From an optimization exercise on the open Yosys and OpenROAD flow, aimed at small area; shortcuts taken in it are not production practice. No functional check of the RTL was part of any run shown here. Power and IR drop assume default switching activity.

==> design/flow/design.v <==
module dfe_delta_cb (
    input  wire       kz,
    input  wire [4:0] km1,
    input  wire [3:0] bc,
    output reg  [3:0] lm,
    output wire       b
);
    reg [3:0] tl;
    always @(*) begin
        if (kz) begin                            
            lm = 4'd1;
            tl = 4'b0000;
        end else if (km1 <= 5'd12) begin         
            lm = {1'b0, km1[3:1]} + {3'b000, km1[0]} + 4'd1;
            tl = {3'b110, ~km1[0]};
        end else if (km1 <= 5'd15) begin         
            lm = km1[3:0] - 4'd6;
            tl = 4'b1110;
        end else if (km1 != 5'd30) begin         
            lm = 4'd13;
            tl = km1[3:0] + 4'd2;
        end else begin                           
            lm = 4'd12;
            tl = 4'b1000;
        end
    end
    assign b = bc[3] | bc[2] | tl[bc[1:0]];
endmodule
module dfe_run_cb (input wire [7:0] idx, input wire [4:0] bc, output reg [4:0] lm, output wire b);
    reg [8:0] k;
    always @(*) begin
        lm = 5'd1; k = 9'd0;
        if (idx >= 8'd255) begin lm = 5'd6; k = 9'd509; end
        else if (idx >= 8'd183) begin lm = 5'd18; k = 9'd190; end
        else if (idx >= 8'd49) begin lm = 5'd19; k = 9'd329; end
        else if (idx >= 8'd46) begin lm = 5'd18; k = 9'd324; end
        else if (idx >= 8'd43) begin lm = 5'd17; k = 9'd395; end
        else if (idx >= 8'd40) begin lm = 5'd16; k = 9'd432; end
        else if (idx >= 8'd38) begin lm = 5'd15; k = 9'd452; end
        else if (idx >= 8'd35) begin lm = 5'd14; k = 9'd463; end
        else if (idx >= 8'd32) begin lm = 5'd13; k = 9'd470; end
        else if (idx >= 8'd29) begin lm = 5'd12; k = 9'd475; end
        else if (idx >= 8'd27) begin lm = 5'd11; k = 9'd479; end
        else if (idx >= 8'd24) begin lm = 5'd10; k = 9'd482; end
        else if (idx >= 8'd21) begin lm = 5'd9; k = 9'd485; end
        else if (idx >= 8'd18) begin lm = 5'd8; k = 9'd488; end
        else if (idx >= 8'd15) begin lm = 5'd7; k = 9'd491; end
        else if (idx >= 8'd13) begin lm = 5'd6; k = 9'd493; end
        else if (idx >= 8'd10) begin lm = 5'd5; k = 9'd496; end
        else if (idx >= 8'd7) begin lm = 5'd4; k = 9'd499; end
        else if (idx >= 8'd4) begin lm = 5'd3; k = 9'd502; end
        else if (idx >= 8'd1) begin lm = 5'd2; k = 9'd505; end
        else if (idx >= 8'd0) begin lm = 5'd1; k = 9'd508; end
    end
    reg [8:0] tl;
    integer j;
    reg c;
    always @(*) begin
        c = 1'b0;
        for (j = 0; j < 9; j = j + 1) begin
            tl[j] = (j < 8 ? idx[j] : 1'b0) ^ k[j] ^ c;
            c = ((j < 8 ? idx[j] : 1'b0) & k[j]) | (c & ((j < 8 ? idx[j] : 1'b0) ^ k[j]));
        end
    end
    wire [15:0] tx = {7'h7f, tl};
    assign b = bc[4] | tx[bc[3:0]];
endmodule
module dfe_top (
    input  wire        clk,
    input  wire        rst,
    input  wire        cmd_valid,
    output wire        cmd_ready,
    input  wire [63:0] cmd_data,
    input  wire [7:0]  reg_addr,
    output reg  [31:0] reg_rdata,
    output wire        sink_valid,
    output wire [7:0]  sink_data,
    input  wire        sink_ready,
    input  wire        sink_err
);
    localparam [1:0] S_UNCONF = 2'd0, S_IDLE = 2'd1, S_FRAME = 2'd2, S_ERROR = 2'd3;
    localparam [3:0] OP_NOP = 4'h0, OP_CONFIG = 4'h1, OP_FSTART = 4'h2, OP_PIXEL = 4'h3,
                     OP_PUTB = 4'h4, OP_FLUSH = 4'h5, OP_ENCD = 4'h6, OP_ENCR = 4'h7,
                     OP_CLEAR = 4'h8;
    localparam [2:0] R_OK = 3'd0, R_RESERVED = 3'd1, R_STATE = 3'd2, R_OPERAND = 3'd3,
                     R_MISMATCH = 3'd4, R_PENDING = 3'd5, R_OVERFLOW = 3'd6,
                     R_ABORT = 3'd7;
    localparam [3:0] Q_IDLE  = 4'd0,    
                     Q_MUL   = 4'd1,    
                     Q_RUNS  = 4'd2,    
                     Q_RUN   = 4'd3,    
                     Q_ESC   = 4'd4,    
                     Q_DP1   = 4'd5,    
                     Q_DP2   = 4'd6,    
                     Q_DCS   = 4'd7,    
                     Q_DCW   = 4'd8,    
                     Q_DRAW  = 4'd9,    
                     Q_PIXUP = 4'd10,   
                     Q_LAST  = 4'd11,   
                     Q_FLUSH = 4'd12,   
                     Q_PUT   = 4'd13,   
                     Q_SCAN  = 4'd14;   
    reg [1:0]  state;
    reg [15:0] cfg_w, cfg_h;
    reg [31:0] length;
    reg [31:0] pix_idx;
    reg [31:0] run_len;
    reg [15:0] prev;
    reg [31:0] acc;
    reg [5:0]  free;
    reg [63:0] frame_bytes;
    reg [63:0] total_bytes;
    reg        done;
    reg [2:0]  resp;
    reg [3:0]  step;
    reg        em;            
    reg [1:0]  bi;            
    reg [4:0]  bc;            
    reg [31:0] x;             
    reg        is_pixel, is_encr, end_phase;
    reg [4:0]  km1;           
    reg        kz;            
    assign cmd_ready = (step == Q_IDLE);
    function [31:0] inc32;
        input [31:0] a;
        input        cin;
        integer j;
        reg c;
        begin
            c = cin;
            for (j = 0; j < 32; j = j + 1) begin
                inc32[j] = a[j] ^ c;
                c = c & a[j];
            end
        end
    endfunction
    function [63:0] inc64;
        input [63:0] a;
        input        cin;
        integer j;
        reg c;
        begin
            c = cin;
            for (j = 0; j < 64; j = j + 1) begin
                inc64[j] = a[j] ^ c;
                c = c & a[j];
            end
        end
    endfunction
    function [32:0] add32;
        input [31:0] a;
        input [31:0] b;
        input        cin;
        integer j;
        reg c;
        begin
            c = cin;
            for (j = 0; j < 32; j = j + 1) begin
                add32[j] = a[j] ^ b[j] ^ c;
                c = (a[j] & b[j]) | (c & (a[j] ^ b[j]));
            end
            add32[32] = c;
        end
    endfunction
    function [16:0] add16;
        input [15:0] a;
        input [15:0] b;
        integer j;
        reg c;
        begin
            c = 1'b0;
            for (j = 0; j < 16; j = j + 1) begin
                add16[j] = a[j] ^ b[j] ^ c;
                c = (a[j] & b[j]) | (c & (a[j] ^ b[j]));
            end
            add16[16] = c;
        end
    endfunction
    wire [3:0]  op  = cmd_data[63:60];
    wire [15:0] c_w = cmd_data[31:16];
    wire [15:0] c_h = cmd_data[15:0];
    wire [31:0] c_a = cmd_data[31:0];
    wire [5:0]  c_n = cmd_data[37:32];
    reg reserved;
    always @(*) begin
        case (op)
            OP_NOP, OP_FLUSH, OP_CLEAR:           reserved = |cmd_data[59:0];
            OP_CONFIG, OP_FSTART, OP_PIXEL,
            OP_ENCD, OP_ENCR:                     reserved = |cmd_data[59:32];
            OP_PUTB:                              reserved = |cmd_data[59:38];
            default:                              reserved = 1'b1;
        endcase
    end
    wire st_cfg = (state == S_UNCONF) || (state == S_IDLE);
    reg state_ok;
    always @(*) begin
        case (op)
            OP_CONFIG:                       state_ok = st_cfg;
            OP_FSTART:                       state_ok = (state == S_IDLE);
            OP_PIXEL:                        state_ok = (state == S_FRAME);
            OP_PUTB, OP_FLUSH, OP_ENCD, OP_ENCR:
                                             state_ok = st_cfg;
            default:                         state_ok = 1'b1;
        endcase
    end
    wire acc_empty   = free[5];                      
    wire operand_bad = ((op == OP_CONFIG) && ((c_w == 16'd0) || (c_h == 16'd0))) ||
                       ((op == OP_PUTB) && (c_n > 6'd32)) ||
                       ((op == OP_PIXEL) && (c_a[31:16] != 16'd0));
    wire mismatch    = (op == OP_FSTART) && ((c_w != cfg_w) || (c_h != cfg_h));
    wire pending     = ((op == OP_CONFIG) || (op == OP_FSTART)) && !acc_empty;
    wire overflow    = (op == OP_ENCD) && (c_a == 32'h8000_0000);
    reg [2:0] rej_code;
    always @(*) begin
        if (reserved)         rej_code = R_RESERVED;
        else if (!state_ok)   rej_code = R_STATE;
        else if (operand_bad) rej_code = R_OPERAND;
        else if (mismatch)    rej_code = R_MISMATCH;
        else if (pending)     rej_code = R_PENDING;
        else if (overflow)    rej_code = R_OVERFLOW;
        else                  rej_code = R_OK;
    end
    wire acc_cmd = (step == Q_IDLE) && cmd_valid;        
    wire ok_cmd  = acc_cmd && (rej_code == R_OK);
    wire do_cfg  = ok_cmd && (op == OP_CONFIG);
    wire do_fst  = ok_cmd && (op == OP_FSTART);
    wire do_pix  = ok_cmd && (op == OP_PIXEL);
    wire do_clr  = ok_cmd && (op == OP_CLEAR);
    wire pix_inv = do_pix && (c_a[15:0] == 16'd0);       
    wire        run_step = (step == Q_RUNS) || (step == Q_RUN) || (step == Q_ESC);
    wire [31:0] add_a    = (run_step && !is_encr) ? run_len : x;
    reg  [31:0] add_b;
    reg         add_c;
    always @(*) begin
        add_b = 32'd0;
        add_c = 1'b0;
        case (step)
            Q_RUNS, Q_RUN, Q_ESC: add_b = 32'hffff_ff01;               
            Q_DP1:   begin add_b = {16'hffff, ~prev}; add_c = 1'b1; end  
            Q_DP2:   add_b = {32{x[31]}};                            
            Q_PIXUP: begin add_b = {16'd0, prev}; add_c = x[31]; end   
            default: ;
        endcase
    end
    wire [32:0] sum     = add32(add_a, add_b, add_c);
    wire        run_sat = sum[32];                   
    wire [7:0]  run_idx = run_sat ? 8'd255 : add_a[7:0];
    wire [4:0] rlm;
    wire       rbit;
    wire [3:0] dlm;
    wire       dbit;
    dfe_run_cb   u_rcb (.idx(run_idx), .bc(bc), .lm(rlm), .b(rbit));
    dfe_delta_cb u_dcb (.kz(kz), .km1(km1), .bc(bc[3:0]), .lm(dlm), .b(dbit));
    wire cur_bit = (step == Q_RUN) ? rbit : (step == Q_DCW) ? dbit : sum[bc];
    wire bit_step = (step == Q_RUN) || (step == Q_ESC) || (step == Q_DCW) ||
                    (step == Q_DRAW) || (step == Q_PUT);
    wire acc_full = (free == 6'd0);
    wire ins      = !em && bit_step && !acc_full;   
    wire fld_end  = ins && (bc == 5'd0);            
    wire [4:0]  pos = free[4:0] - 5'd1;
    wire [3:0]  p_lo = 4'b0001 << pos[1:0];
    wire [3:0]  p_md = 4'b0001 << pos[3:2];
    wire [31:0] hot;
    genvar gi;
    generate
        for (gi = 0; gi < 32; gi = gi + 1) begin : g_hot
            assign hot[gi] = p_lo[gi % 4] & p_md[(gi / 4) % 4] & (pos[4] == (gi / 16));
        end
    endgenerate
    assign sink_valid = em;
    assign sink_data  = (bi == 2'd0) ? acc[31:24] :
                        (bi == 2'd1) ? acc[23:16] :
                        (bi == 2'd2) ? acc[15:8]  : acc[7:0];
    wire last_byte = ({1'b0, free} + {2'b0, bi, 3'b000}) >= 7'd24;
    wire byte_ok   = em && sink_ready && !sink_err;
    wire abort     = em && sink_ready && sink_err;
    wire em_done   = byte_ok && last_byte;
    wire [16:0] mul_sum = add16(length[31:16], cfg_w & {16{length[0]}});
    wire        clr_tb = rst || do_cfg;
    wire        clr_fb = rst || do_cfg || do_fst;
    wire        clr_pr = rst || do_cfg || do_fst || do_clr;     
    wire        pix_up = (step == Q_PIXUP);
    wire        run_zero = pix_up ||
                           (end_phase && run_step && fld_end && !(step == Q_RUN && run_sat));
    wire        acc_clr = rst || do_clr || abort || em_done;
    always @(posedge clk) begin
        total_bytes <= clr_tb ? 64'd0 : inc64(total_bytes, byte_ok);
        frame_bytes <= clr_fb ? 64'd0 : inc64(frame_bytes, byte_ok && (state == S_FRAME));
        pix_idx     <= clr_pr ? 32'd0 : inc32(pix_idx, pix_inv || pix_up);
        run_len     <= (clr_pr || run_zero) ? 32'd0 : inc32(run_len, pix_inv);
        acc         <= acc_clr ? 32'd0 : (acc | (hot & {32{ins & cur_bit}}));
        if (clr_pr)
            prev <= 16'd0;
        else if (pix_up)
            prev <= sum[15:0];
        if (rst) begin
            cfg_w <= 16'd0;
            cfg_h <= 16'd0;
        end else if (do_cfg) begin
            cfg_w <= c_w;
            cfg_h <= c_h;
        end
        if (rst)
            length <= 32'd0;
        else if (do_cfg)
            length <= {16'd0, c_h};
        else if (step == Q_MUL)
            length <= {mul_sum, length[15:1]};
        if (acc_cmd)
            x <= c_a;
        else if (step == Q_DP1 || step == Q_DP2)
            x <= sum[31:0];
    end
    always @(posedge clk) begin
        if (rst) begin
            state <= S_UNCONF;
            free  <= 6'd32;
            done  <= 1'b0;
            resp  <= R_OK;
            step  <= Q_IDLE;
            em    <= 1'b0;
            bi    <= 2'd0;
        end else if (em) begin
            if (abort) begin
                state <= S_ERROR;
                resp  <= R_ABORT;
                free  <= 6'd32;
                done  <= 1'b0;
                step  <= Q_IDLE;
                em    <= 1'b0;
                bi    <= 2'd0;
            end else if (byte_ok) begin
                if (last_byte) begin
                    free <= 6'd32;
                    bi   <= 2'd0;
                    em   <= 1'b0;
                end else begin
                    bi <= bi + 2'd1;
                end
            end
        end else begin
            if (bit_step) begin
                if (acc_full) begin
                    em <= 1'b1;
                end else begin
                    free <= free - 6'd1;
                    if (bc != 5'd0)
                        bc <= bc - 5'd1;
                end
            end
            case (step)
                Q_IDLE: if (cmd_valid) begin
                    end_phase <= 1'b0;
                    is_encr   <= 1'b0;
                    is_pixel  <= 1'b0;
                    resp      <= rej_code;
                    if (rej_code == R_OK) begin
                        case (op)
                            OP_CONFIG: begin
                                bc    <= 5'd15;
                                done  <= 1'b0;
                                state <= S_IDLE;
                                step  <= Q_MUL;
                            end
                            OP_FSTART: begin
                                done  <= 1'b0;
                                state <= S_FRAME;
                            end
                            OP_PIXEL: begin
                                is_pixel <= 1'b1;
                                step     <= (c_a[15:0] != 16'd0) ? Q_RUNS : Q_LAST;
                            end
                            OP_PUTB: begin
                                bc <= c_n[4:0] - 5'd1;
                                if (c_n != 6'd0) step <= Q_PUT;
                            end
                            OP_FLUSH: step <= Q_FLUSH;
                            OP_ENCD:  step <= Q_DP2;
                            OP_ENCR: begin
                                is_encr <= 1'b1;
                                step    <= Q_RUNS;
                            end
                            OP_CLEAR: begin
                                free  <= 6'd32;
                                done  <= 1'b0;
                                state <= (cfg_w != 16'd0) ? S_IDLE : S_UNCONF;
                            end
                            default: ;
                        endcase
                    end
                end
                Q_MUL: begin
                    bc <= bc - 5'd1;
                    if (bc == 5'd0) step <= Q_IDLE;
                end
                Q_RUNS: begin
                    bc   <= rlm;
                    step <= Q_RUN;
                end
                Q_RUN, Q_ESC: if (fld_end) begin
                    if (step == Q_RUN && run_sat) begin
                        bc   <= 5'd31;
                        step <= Q_ESC;
                    end else if (is_encr) begin
                        step <= Q_IDLE;
                    end else if (end_phase) begin
                        step <= Q_FLUSH;
                    end else begin
                        step <= Q_DP1;
                    end
                end
                Q_DP1: step <= Q_DP2;
                Q_DP2: begin
                    bc   <= 5'd31;
                    step <= Q_SCAN;
                end
                Q_SCAN: begin
                    if (sum[bc] ^ x[31]) begin
                        km1  <= bc;
                        kz   <= 1'b0;
                        step <= Q_DCS;
                    end else if (bc == 5'd0) begin
                        kz   <= 1'b1;
                        step <= Q_DCS;
                    end else begin
                        bc <= bc - 5'd1;
                    end
                end
                Q_DCS: begin
                    bc   <= {1'b0, dlm};
                    step <= Q_DCW;
                end
                Q_DCW: if (fld_end) begin
                    if (!kz) begin
                        bc   <= km1;
                        step <= Q_DRAW;
                    end else begin
                        step <= is_pixel ? Q_PIXUP : Q_IDLE;
                    end
                end
                Q_DRAW: if (fld_end) begin
                    step <= is_pixel ? Q_PIXUP : Q_IDLE;
                end
                Q_PIXUP: step <= Q_LAST;
                Q_LAST: begin
                    if (pix_idx == length) begin
                        end_phase <= 1'b1;
                        step      <= Q_RUNS;
                    end else begin
                        step <= Q_IDLE;
                    end
                end
                Q_FLUSH: begin
                    if (free[5]) begin
                        if (end_phase) begin
                            state <= S_IDLE;
                            done  <= 1'b1;
                        end
                        step <= Q_IDLE;
                    end else begin
                        em <= 1'b1;
                    end
                end
                Q_PUT: if (fld_end) step <= Q_IDLE;
                default: step <= Q_IDLE;
            endcase
        end
    end
    wire [7:0] last_resp = (resp == R_ABORT) ? 8'h10 : {5'd0, resp};
    wire [7:0] err_cause = (state == S_ERROR) ? 8'h10 : 8'h00;
    always @(*) begin
        case (reg_addr)
            8'h00: reg_rdata = {8'd0, err_cause, last_resp, 4'd0, acc_empty, done, state};
            8'h04: reg_rdata = {cfg_w, cfg_h};
            8'h08: reg_rdata = length;
            8'h0C: reg_rdata = pix_idx;
            8'h10: reg_rdata = run_len;
            8'h14: reg_rdata = {16'd0, prev};
            8'h18: reg_rdata = acc;
            8'h20: reg_rdata = {26'd0, free};
            8'h24: reg_rdata = frame_bytes[31:0];
            8'h28: reg_rdata = frame_bytes[63:32];
            8'h2C: reg_rdata = total_bytes[31:0];
            8'h30: reg_rdata = total_bytes[63:32];
            8'h34: reg_rdata = 32'h0020_1020;    
            default: reg_rdata = 32'd0;
        endcase
    end
endmodule
==> design/flow/run.sh <==
#!/bin/bash
# synth_recipe.tcl (not shown) runs the flow's synth.tcl, then flattens the netlist and writes it again
# the make line also repeats each setting of config.mk as NAME=value (left out here)
make -C /OpenROAD-flow-scripts/flow DESIGN_CONFIG=/design/flow/config.mk WORK_HOME=/design/flow/orfs CLKGATE_MAP_FILE= SYNTH_SCRIPT=/design/flow/synth_recipe.tcl finish
==> design/flow/config.mk <==
export PLATFORM = sky130hd
export DESIGN_NAME = dfe_top
export DESIGN_NICKNAME = dfe_top
export VERILOG_FILES = /design/flow/design.v
export SDC_FILE = /design/flow/constraint.sdc
export NUM_CORES = 4
export LEC_CHECK = 0
export CAP_MARGIN = 20
export CORE_MARGIN = 2
export CORE_UTILIZATION = 50
export CTS_BUF_LIST = sky130_fd_sc_hd__clkbuf_4 sky130_fd_sc_hd__clkbuf_8
export PLACE_DENSITY = 0.62
export SLEW_MARGIN = 20
export SYNTH_MEMORY_MAX_BITS = 16384
==> design/flow/constraint.sdc <==
create_clock -name core_clock -period 12.0 [get_ports {clk}]
set_input_delay 2.4000 -clock core_clock [delete_from_list [all_inputs] [get_ports {clk}]]
set_output_delay 2.4000 -clock core_clock [all_outputs]
set_load 0.01 [all_outputs]
==> out/qor.yml, run 1 <==
sta:
  max_freq_mhz: 63.90
  rsz0062_at_grt: "true"
  setup_viol: 70
  hold_viol_final: 0
  skew_ps: 25.60
  worstMarginPinSlew_ps: 1163
  slew_headroom: 0.2172
  fin_crit_sh: 1.304
  period_needed_ps: 15650
  slew_violations: 0
  timing.final.ws_setup_ps: -3648
routing:
  vias: 20650
  ant_nets: 0
  drc_errors: 0
  wirelength_mm: 84.74
  wl_per_cell_um: 25.76
  dr.pass1.iters: 6
  vias_per_cell: 6.279
  drt-initial-drc-count: 2718
status:
  status: "complete, but fails checks"
  violations: "negative setup slack"
layout:
  finish.instance_area_sq_um: 29100
  postLayoutCoreUtil: 0.6581
  multi_input_area_sq_um: 15980
  nets: 2988
  diodes: 0
  area_growth_pct: 29.98
  drive_above_1_share: 0.2399
  stdcell_count: 3289
  fillers: 3566
  seq_area_sq_um: 7859
floorplan:
  core-area_sq_um: 44220
  die_h_um: 215.6
  ios: 119
  row_count: 77
  start_util: 0.5063
  die_w_um: 215.6
  die_area_sq_um: 46490
synthesis:
  synth_flop_cell: "dfxtp_1"
  syn-num-nets: 2730
  synth-edff-count: 46
  seq_area_frac_synth: 0.3505
  synth_top_area_share: 0.2888
  synth_xor_xnor_area_share: 0.03208
  yosysTopAreaCell: "dfxtp_1"
  synthAdderAreaFrac: 0.1651
  synth-compound-area-share: 0.1950
  synth-simple-area-share: 0.1912
  synth_top_family_by_area: "compound AO/OA/AOI/OAI gates"
  yosysWarningCount: 3
  async_reset_ff_frac: 0
  avgSynthCellArea_sq_um: 9.368
  synth_mux_area_frac: 0.03185
  syn_inst: 2390
  ys_seq_elements: 369
  ys_types: 95
  synth.top_cells.by_area: "dfxtp_1 (29%), ha_1 (12%), edfxtp_1 (6.2%)"
  synth_area_sq_um: 22390
placement:
  post_dp_cell_area_sq_um: 27020
  routabilityCongestion: 0.9733
  place_inst: 3144
  io_buffers: 118
  place_hpwl_mm: 65.00
global_routing:
  grt_pass1_wl_mm: 125.7
  grt_pass1_vias: 19820
  grt_max_degree: 64
  grt_antenna_before_repair: 0
  grt_use_total: 0.3596
  gr-total-overflow: 0
job:
  drv_cap: 0
cts:
  clk_latency_ps: 650
  numCtsBuffers: 66
  htreeDepth: 3
  clock_sinks: 369
  postCtsHoldBufs: 0
  cts_tree: "yes"
  clk_pin_slew_ps: 60
  cts.path.max_buffers: 3
  clockRootBuffer: "clkbuf_8"
setup_path:
  crit_slowest_cell: "fa_2"
  cp-end-kind: "register"
  critPathKind: "reg2reg"
  crit_required_ps: 12580
  crit_path_frequent_cell: "fa_2"
  critPathMaxFanout: 8
  worst_setup_path_start_kind: "register"
  cpPeakStageDelay_ps: 500
  critPathArrivalTime_ps: 16230
power:
  powerDensity_nw_per_um2: 99.74
  leakage_nw: 11.68
  peakVddDrop_uv: 126.6
  finalPower_mw: 2.903
min_path:
  worstHoldPathType: "reg2reg"
## registers in the layout (all words and copies together), names as in the netlist, 2 cells and up
register,cells
run_len,32
bc,5
pix_idx,32
prev,16
x,32
step,4
frame_bytes,64
acc,32
state,2
cfg_w,16
length,32
free,6
bi,2
resp,3
km1,5
cfg_h,16
total_bytes,64
## through the flow
step,hold WS (ps),setup TNS (ps),worst slack (ps)
final,522.9,-117340,-3648
after global routing,551.9,-144550,-4093
after CTS,515.5,-114580,-3591
after detailed placement,500.6,-134670,-3699
after global placement,495.5,-128830,-3560
after floorplan,424.4,-100910,-3139
## path summary, 6_finish.rpt
path,endpoint,cells after the start,slack (ps),startpoint
worst max-delay path,acc[24]$_SDFF_PP0_,65,-3650,step[2]$_SDFFE_PP0P_
worst min-delay path,length[2]$_SDFFE_PP0P_,2,520,length[2]$_SDFFE_PP0P_
worst max register to register,acc[24]$_SDFF_PP0_,65,-3650,step[2]$_SDFFE_PP0P_
worst min register to register,length[2]$_SDFFE_PP0P_,2,520,length[2]$_SDFFE_PP0P_
## cells in the mapped netlist (all sizes together) (11+ instances only)
library cell,number
dfxtp,323
nor2,140
a22oi,70
ha,209
mux2,22
xnor2,13
nand4,21
edfxtp,46
a222oi,19
nand3,51
or2,11
nand2b,17
a211oi,28
and2,221
inv,45
nand2,217
a31oi,14
a221oi,47
xor2,69
o21ai,74
and3,16
clkbuf,101
nor3,42
o221ai,11
nor4,42
buf,41
fa,54
nor2b,11
mux2i,42
a21oi,134
a22o,96
a21boi,18
## layout by cell type (no fill, tap or decap), drive strengths merged, types with 74 or more instances in the layout
cell type        n
and2           221
clkdlybuf4s50  115
a21oi          134
ha             209
nor2           140
buf            217
nand2          217
dfxtp          323
o21ai           74
a22o            96
clkbuf         102
## cell type report
| type | instances | area share |
|---|---|---|
| Sequential cell | 369 | 0.2700 |
| Timing Repair Buffer | 332 | 0.09936 |
| Multi-Input combinational cell | 1831 | 0.5492 |
| Clock inverter | 15 | 0.004729 |
| Tap cell | 592 | 0.02545 |
| Inverter | 48 | 0.006406 |
| Clock buffer | 102 | 0.04480 |
## report_power, final
group	leakage [nW]	switching [mW]	internal, mW
sequential	3.04	0.0104	1.27
combinational	7.88	0.189	0.147
clock	0.757	0.570	0.721
total	11.7	0.770	2.13
## layer usage
metal  share of wire  global-route usage  up-vias
met5               0                   0        -
met4           0.033              0.1101        0
met3            0.10             0.07174      159
met2            0.43              0.5344     1071
met1            0.44              0.5245    10080
li1                -                   -     9338
## critical path, delay by kind of cell (launching register included)
kind,cells,cell delay (ps)
buffers and inverters,7,520
AO/OA/AOI/OAI,12,1810
flip-flops,1,370
adder cells (fa/ha/maj),40,11330
AND/OR/NAND/NOR,4,760
multiplexers,2,790
## logic make-up after synthesis
| group | count (synthesis) |
|---|---|
| compound gates | 599 |
| xor+xnor | 82 |
| fa+ha+maj | 263 |
| buf+inv | 190 |
| flops | 369 |
| mux | 66 |
| simple gates | 821 |
## repair_timing
item / 4_1_cts / 5_1_grt
setup buffers: 18 / 6
cloned: 1 / 3
pin swaps: 51 / 18
setup endpoints to repair: 59 / 88
endpoints found under the hold margin: 0 / 0
resized for setup: 88 / 32
==> run 2, diff against run 1 <==
--- a/design/flow/design.v
+++ b/design/flow/design.v
@@ -1,65 +1,94 @@
 module dfe_delta_cb (
-    input  wire       kz,
-    input  wire [4:0] km1,
-    input  wire [3:0] bc,
-    output reg  [3:0] lm,
-    output wire       b
+    input  wire [4:0] k,       
+    input  wire [3:0] bc,      
+    output reg  [3:0] lm,      
+    output wire       b        
 );
     reg [3:0] tl;
     always @(*) begin
-        if (kz) begin                            
-            lm = 4'd1;
-            tl = 4'b0000;
-        end else if (km1 <= 5'd12) begin         
-            lm = {1'b0, km1[3:1]} + {3'b000, km1[0]} + 4'd1;
-            tl = {3'b110, ~km1[0]};
-        end else if (km1 <= 5'd15) begin         
-            lm = km1[3:0] - 4'd6;
-            tl = 4'b1110;
-        end else if (km1 != 5'd30) begin         
-            lm = 4'd13;
-            tl = km1[3:0] + 4'd2;
-        end else begin                           
+        if (k <= 5'd13) begin
+            lm = {1'b0, k[3:1]} + 4'd1;
+            tl = {3'b110, k[0]};
+        end else if (k == 5'd31) begin
             lm = 4'd12;
             tl = 4'b1000;
+        end else if (k >= 5'd17) begin
+            lm = 4'd13;
+            tl = k[3:0] + 4'd1;
+        end else begin
+            lm = (k == 5'd14) ? 4'd7 : (k == 5'd15) ? 4'd8 : 4'd9;
+            tl = 4'b1110;
         end
     end
     assign b = bc[3] | bc[2] | tl[bc[1:0]];
 endmodule
-module dfe_run_cb (input wire [7:0] idx, input wire [4:0] bc, output reg [4:0] lm, output wire b);
-    reg [8:0] k;
-    always @(*) begin
-        lm = 5'd1; k = 9'd0;
-        if (idx >= 8'd255) begin lm = 5'd6; k = 9'd509; end
-        else if (idx >= 8'd183) begin lm = 5'd18; k = 9'd190; end
-        else if (idx >= 8'd49) begin lm = 5'd19; k = 9'd329; end
-        else if (idx >= 8'd46) begin lm = 5'd18; k = 9'd324; end
-        else if (idx >= 8'd43) begin lm = 5'd17; k = 9'd395; end
-        else if (idx >= 8'd40) begin lm = 5'd16; k = 9'd432; end
-        else if (idx >= 8'd38) begin lm = 5'd15; k = 9'd452; end
-        else if (idx >= 8'd35) begin lm = 5'd14; k = 9'd463; end
-        else if (idx >= 8'd32) begin lm = 5'd13; k = 9'd470; end
-        else if (idx >= 8'd29) begin lm = 5'd12; k = 9'd475; end
-        else if (idx >= 8'd27) begin lm = 5'd11; k = 9'd479; end
-        else if (idx >= 8'd24) begin lm = 5'd10; k = 9'd482; end
-        else if (idx >= 8'd21) begin lm = 5'd9; k = 9'd485; end
-        else if (idx >= 8'd18) begin lm = 5'd8; k = 9'd488; end
-        else if (idx >= 8'd15) begin lm = 5'd7; k = 9'd491; end
-        else if (idx >= 8'd13) begin lm = 5'd6; k = 9'd493; end
-        else if (idx >= 8'd10) begin lm = 5'd5; k = 9'd496; end
-        else if (idx >= 8'd7) begin lm = 5'd4; k = 9'd499; end
-        else if (idx >= 8'd4) begin lm = 5'd3; k = 9'd502; end
-        else if (idx >= 8'd1) begin lm = 5'd2; k = 9'd505; end
-        else if (idx >= 8'd0) begin lm = 5'd1; k = 9'd508; end
-    end
+module dfe_run_cb (
+    input  wire [7:0] idx,     
+    input  wire [4:0] bc,      
+    output reg  [4:0] lm,      
+    output wire       b        
+);
     reg [8:0] tl;
-    integer j;
-    reg c;
     always @(*) begin
-        c = 1'b0;
-        for (j = 0; j < 9; j = j + 1) begin
-            tl[j] = (j < 8 ? idx[j] : 1'b0) ^ k[j] ^ c;
-            c = ((j < 8 ? idx[j] : 1'b0) & k[j]) | (c & ((j < 8 ? idx[j] : 1'b0) ^ k[j]));
+        if (idx == 8'd255) begin
+            lm = 5'd6;  tl = 9'h07c;
+        end else if (idx >= 8'd183) begin
+            lm = 5'd18; tl = {1'b1, idx - 8'h42};
+        end else if (idx >= 8'd49) begin
+            lm = 5'd19; tl = {1'b1, idx + 8'h49};
+        end else begin
+            case (idx[5:0])
+            6'd0: begin lm = 5'd1; tl = 9'h000; end
+            6'd1: begin lm = 5'd2; tl = 9'h002; end
+            6'd2: begin lm = 5'd2; tl = 9'h003; end
+            6'd3: begin lm = 5'd2; tl = 9'h004; end
+            6'd4: begin lm = 5'd3; tl = 9'h00a; end
+            6'd5: begin lm = 5'd3; tl = 9'h00b; end
+            6'd6: begin lm = 5'd3; tl = 9'h00c; end
+            6'd7: begin lm = 5'd4; tl = 9'h01a; end
+            6'd8: begin lm = 5'd4; tl = 9'h01b; end
+            6'd9: begin lm = 5'd4; tl = 9'h01c; end
+            6'd10: begin lm = 5'd5; tl = 9'h03a; end
+            6'd11: begin lm = 5'd5; tl = 9'h03b; end
+            6'd12: begin lm = 5'd5; tl = 9'h03c; end
+            6'd13: begin lm = 5'd6; tl = 9'h07a; end
+            6'd14: begin lm = 5'd6; tl = 9'h07b; end
+            6'd15: begin lm = 5'd7; tl = 9'h0fa; end
+            6'd16: begin lm = 5'd7; tl = 9'h0fb; end
+            6'd17: begin lm = 5'd7; tl = 9'h0fc; end
+            6'd18: begin lm = 5'd8; tl = 9'h1fa; end
+            6'd19: begin lm = 5'd8; tl = 9'h1fb; end
+            6'd20: begin lm = 5'd8; tl = 9'h1fc; end
+            6'd21: begin lm = 5'd9; tl = 9'h1fa; end
+            6'd22: begin lm = 5'd9; tl = 9'h1fb; end
+            6'd23: begin lm = 5'd9; tl = 9'h1fc; end
+            6'd24: begin lm = 5'd10; tl = 9'h1fa; end
+            6'd25: begin lm = 5'd10; tl = 9'h1fb; end
+            6'd26: begin lm = 5'd10; tl = 9'h1fc; end
+            6'd27: begin lm = 5'd11; tl = 9'h1fa; end
+            6'd28: begin lm = 5'd11; tl = 9'h1fb; end
+            6'd29: begin lm = 5'd12; tl = 9'h1f8; end
+            6'd30: begin lm = 5'd12; tl = 9'h1f9; end
+            6'd31: begin lm = 5'd12; tl = 9'h1fa; end
+            6'd32: begin lm = 5'd13; tl = 9'h1f6; end
+            6'd33: begin lm = 5'd13; tl = 9'h1f7; end
+            6'd34: begin lm = 5'd13; tl = 9'h1f8; end
+            6'd35: begin lm = 5'd14; tl = 9'h1f2; end
+            6'd36: begin lm = 5'd14; tl = 9'h1f3; end
+            6'd37: begin lm = 5'd14; tl = 9'h1f4; end
+            6'd38: begin lm = 5'd15; tl = 9'h1ea; end
+            6'd39: begin lm = 5'd15; tl = 9'h1eb; end
+            6'd40: begin lm = 5'd16; tl = 9'h1d8; end
+            6'd41: begin lm = 5'd16; tl = 9'h1d9; end
+            6'd42: begin lm = 5'd16; tl = 9'h1da; end
+            6'd43: begin lm = 5'd17; tl = 9'h1b6; end
+            6'd44: begin lm = 5'd17; tl = 9'h1b7; end
+            6'd45: begin lm = 5'd17; tl = 9'h1b8; end
+            6'd46: begin lm = 5'd18; tl = 9'h172; end
+            6'd47: begin lm = 5'd18; tl = 9'h173; end
+            6'd48: begin lm = 5'd18; tl = 9'h174; end
+            default: begin lm = 5'd0; tl = 9'h000; end
+            endcase
         end
     end
     wire [15:0] tx = {7'h7f, tl};
@@ -98,8 +127,7 @@
                      Q_PIXUP = 4'd10,   
                      Q_LAST  = 4'd11,   
                      Q_FLUSH = 4'd12,   
-                     Q_PUT   = 4'd13,   
-                     Q_SCAN  = 4'd14;   
+                     Q_PUT   = 4'd13;   
     reg [1:0]  state;
     reg [15:0] cfg_w, cfg_h;
     reg [31:0] length;
@@ -118,8 +146,6 @@
     reg [4:0]  bc;            
     reg [31:0] x;             
     reg        is_pixel, is_encr, end_phase;
-    reg [4:0]  km1;           
-    reg        kz;            
     assign cmd_ready = (step == Q_IDLE);
     function [31:0] inc32;
         input [31:0] a;
@@ -245,12 +271,22 @@
     wire [32:0] sum     = add32(add_a, add_b, add_c);
     wire        run_sat = sum[32];                   
     wire [7:0]  run_idx = run_sat ? 8'd255 : add_a[7:0];
+    function [4:0] bitlen32;
+        input [31:0] m;
+        integer i;
+        begin
+            bitlen32 = 5'd0;
+            for (i = 0; i < 32; i = i + 1)
+                if (m[i]) bitlen32 = i + 1;
+        end
+    endfunction
+    wire [4:0] dcat = bitlen32(x ^ {32{x[31]}});      
     wire [4:0] rlm;
     wire       rbit;
     wire [3:0] dlm;
     wire       dbit;
     dfe_run_cb   u_rcb (.idx(run_idx), .bc(bc), .lm(rlm), .b(rbit));
-    dfe_delta_cb u_dcb (.kz(kz), .km1(km1), .bc(bc[3:0]), .lm(dlm), .b(dbit));
+    dfe_delta_cb u_dcb (.k(dcat), .bc(bc[3:0]), .lm(dlm), .b(dbit));
     wire cur_bit = (step == Q_RUN) ? rbit : (step == Q_DCW) ? dbit : sum[bc];
     wire bit_step = (step == Q_RUN) || (step == Q_ESC) || (step == Q_DCW) ||
                     (step == Q_DRAW) || (step == Q_PUT);
@@ -410,29 +446,14 @@
                     end
                 end
                 Q_DP1: step <= Q_DP2;
-                Q_DP2: begin
-                    bc   <= 5'd31;
-                    step <= Q_SCAN;
-                end
-                Q_SCAN: begin
-                    if (sum[bc] ^ x[31]) begin
-                        km1  <= bc;
-                        kz   <= 1'b0;
-                        step <= Q_DCS;
-                    end else if (bc == 5'd0) begin
-                        kz   <= 1'b1;
-                        step <= Q_DCS;
-                    end else begin
-                        bc <= bc - 5'd1;
-                    end
-                end
+                Q_DP2: step <= Q_DCS;
                 Q_DCS: begin
                     bc   <= {1'b0, dlm};
                     step <= Q_DCW;
                 end
                 Q_DCW: if (fld_end) begin
-                    if (!kz) begin
-                        bc   <= km1;
+                    if (dcat != 5'd0) begin
+                        bc   <= dcat - 5'd1;
                         step <= Q_DRAW;
                     end else begin
                         step <= is_pixel ? Q_PIXUP : Q_IDLE;
--- a/design/flow/config.mk
+++ b/design/flow/config.mk
@@ -7,8 +7,8 @@
 export LEC_CHECK = 0
 export CAP_MARGIN = 20
 export CORE_MARGIN = 2
-export CORE_UTILIZATION = 50
+export CORE_UTILIZATION = 70
 export CTS_BUF_LIST = sky130_fd_sc_hd__clkbuf_4 sky130_fd_sc_hd__clkbuf_8
-export PLACE_DENSITY = 0.62
+export PLACE_DENSITY = 0.8
 export SLEW_MARGIN = 20
 export SYNTH_MEMORY_MAX_BITS = 16384
==> run 2 against run 1 <==
The run now fails in 5_1_grt. Synthesized cell count rose by 12%. Synthesized area rose by 5.7%.
==> out/qor.yml, run 2 <==
cts:
  numCtsBuffers: 59
  postCtsHoldBufs: 0
  clockRootBuffer: "clkbuf_8"
  clock_sinks: 363
  cts.path.max_buffers: 3
  htreeDepth: 2
synthesis:
  synth_flop_cell: "dfxtp_1"
  seq_area_frac_synth: 0.3240
  syn_inst: 2672
  synth_top_area_share: 0.2733
  synth-edff-count: 40
  synth.top_cells.by_area: "dfxtp_1 (27%), ha_1 (12%), and2_1 (6.1%)"
  synth_area_sq_um: 23660
  yosysTopAreaCell: "dfxtp_1"
  ys_seq_elements: 363
  yosysWarningCount: 3
  synth_common_cells: "dfxtp_1 (323), nand2_1 (307), and2_1 (230)"
  avgSynthCellArea_sq_um: 8.855
  syn-num-nets: 3017
  async_reset_ff_frac: 0
  ys_types: 95
  synth.most_common_cell: "dfxtp_1"
placement:
  post_dp_cell_area_sq_um: 27980
  place_hpwl_mm: 68.06
  io_buffers: 118
  routabilityCongestion: 1.103
floorplan:
  start_util: 0.7074
  ios: 119
  die_w_um: 187.9
  die_h_um: 187.9
  row_count: 67
status:
  toolErrorMsg: "[ERROR GRT-0116] Global routing finished with congestion. Check the congestion regions in the DRC Viewer."
  status: "stopped before the end"
  haltStage: "5_1_grt"
global_routing:
  grt_max_degree: 65
  grt_use_total: 0.7330
  grt_pass1_wl_mm: 193.1
  gr-total-overflow: 2
  grt_pass1_vias: 29960
==> run 2: changes by cell type after synthesis, sizes merged, moves of 23 or more <==
cell / previous run / this run
clkbuf: 101 / 137
xnor2: 13 / 41
nand2: 217 / 307
a22o: 96 / 46
a31o: 2 / 25
nor2: 140 / 168
==> run 2: metal layers <==
metal,track usage,GRT overflow
met5,0.2486,0
met4,0.7441,0
met3,0.5532,0
met2,0.9254,2
met1,0.7242,0
==> run 2: per-stage QoR <==
stage,hold slack (ps),util,instances,worst slack [ps],total power [mW]
after detailed placement,482.1,0.8366,3263,-1781,1.592
after floorplan,460.6,-,2672,-1765,1.449
after global placement,472.6,0.8366,3263,-1533,1.582
after CTS,494.2,0.8896,3393,-1684,2.778
==> run 2: cells by family after synthesis <==
kind of cell,after synthesis,synth area share
compound gates,656,0.1993
xor+xnor,92,0.03405
fa+ha+maj,268,0.1569
buf+inv,218,0.03712
flops,363,0.3240
mux,68,0.03548
simple gates,1007,0.2131
==> run 2: how the worst max path moves through the flow <==
| stage | slack [ps] | endpoint | cells after the start |
|---|---|---|---|
| after CTS | -1680 | acc[26]$_SDFF_PP0_ | 53 |
| after floorplan | -1770 | acc[10]$_SDFF_PP0_ | 59 |
| after global placement | -1530 | acc[25]$_SDFF_PP0_ | 51 |
| after detailed placement | -1780 | acc[22]$_SDFF_PP0_ | 51 |
==> run 2: power by group through the flow <==
stage               clock network [mW]  logic (mW)  registers (mW)
CTS                               1.20       0.324            1.26
detailed placement                   0       0.309            1.28
floorplan                            0       0.175            1.27
global placement                     0       0.300            1.28
==> run 2: what timing repair did <==
action	CTS
pin swaps	22
cloned	1
resized for setup	75
buffers inserted	19
endpoints found under the hold margin	0
setup endpoints to repair	87

separate check: timing with driven ports:
In the flow no input, the clock included, has a driving cell. The finished layout below was timed again as built, in two steps.
Step 1: set_driving_cell puts a clkbuf_16 on clk and a buf_2 on each other input, an assumption about the parent block.
Step 2 moves the port delays by t, midway between the first and last clock arrival at a register: inputs arrive t later, outputs are due t later. That takes back most of the time a late clock gives input paths.
a / b / c = ideal ports / drivers / drivers and shift; a / b = the first two.
run: run 1
t (ns): 0.699
setup slack, ns: -3.648 / -3.648 / -3.648
worst setup path at the end: register to register
cell pins on the clock port's net: 1
For run 1, drivers alone change the setup slack by 0.000 ns; drivers and shift together by 0.000 ns.
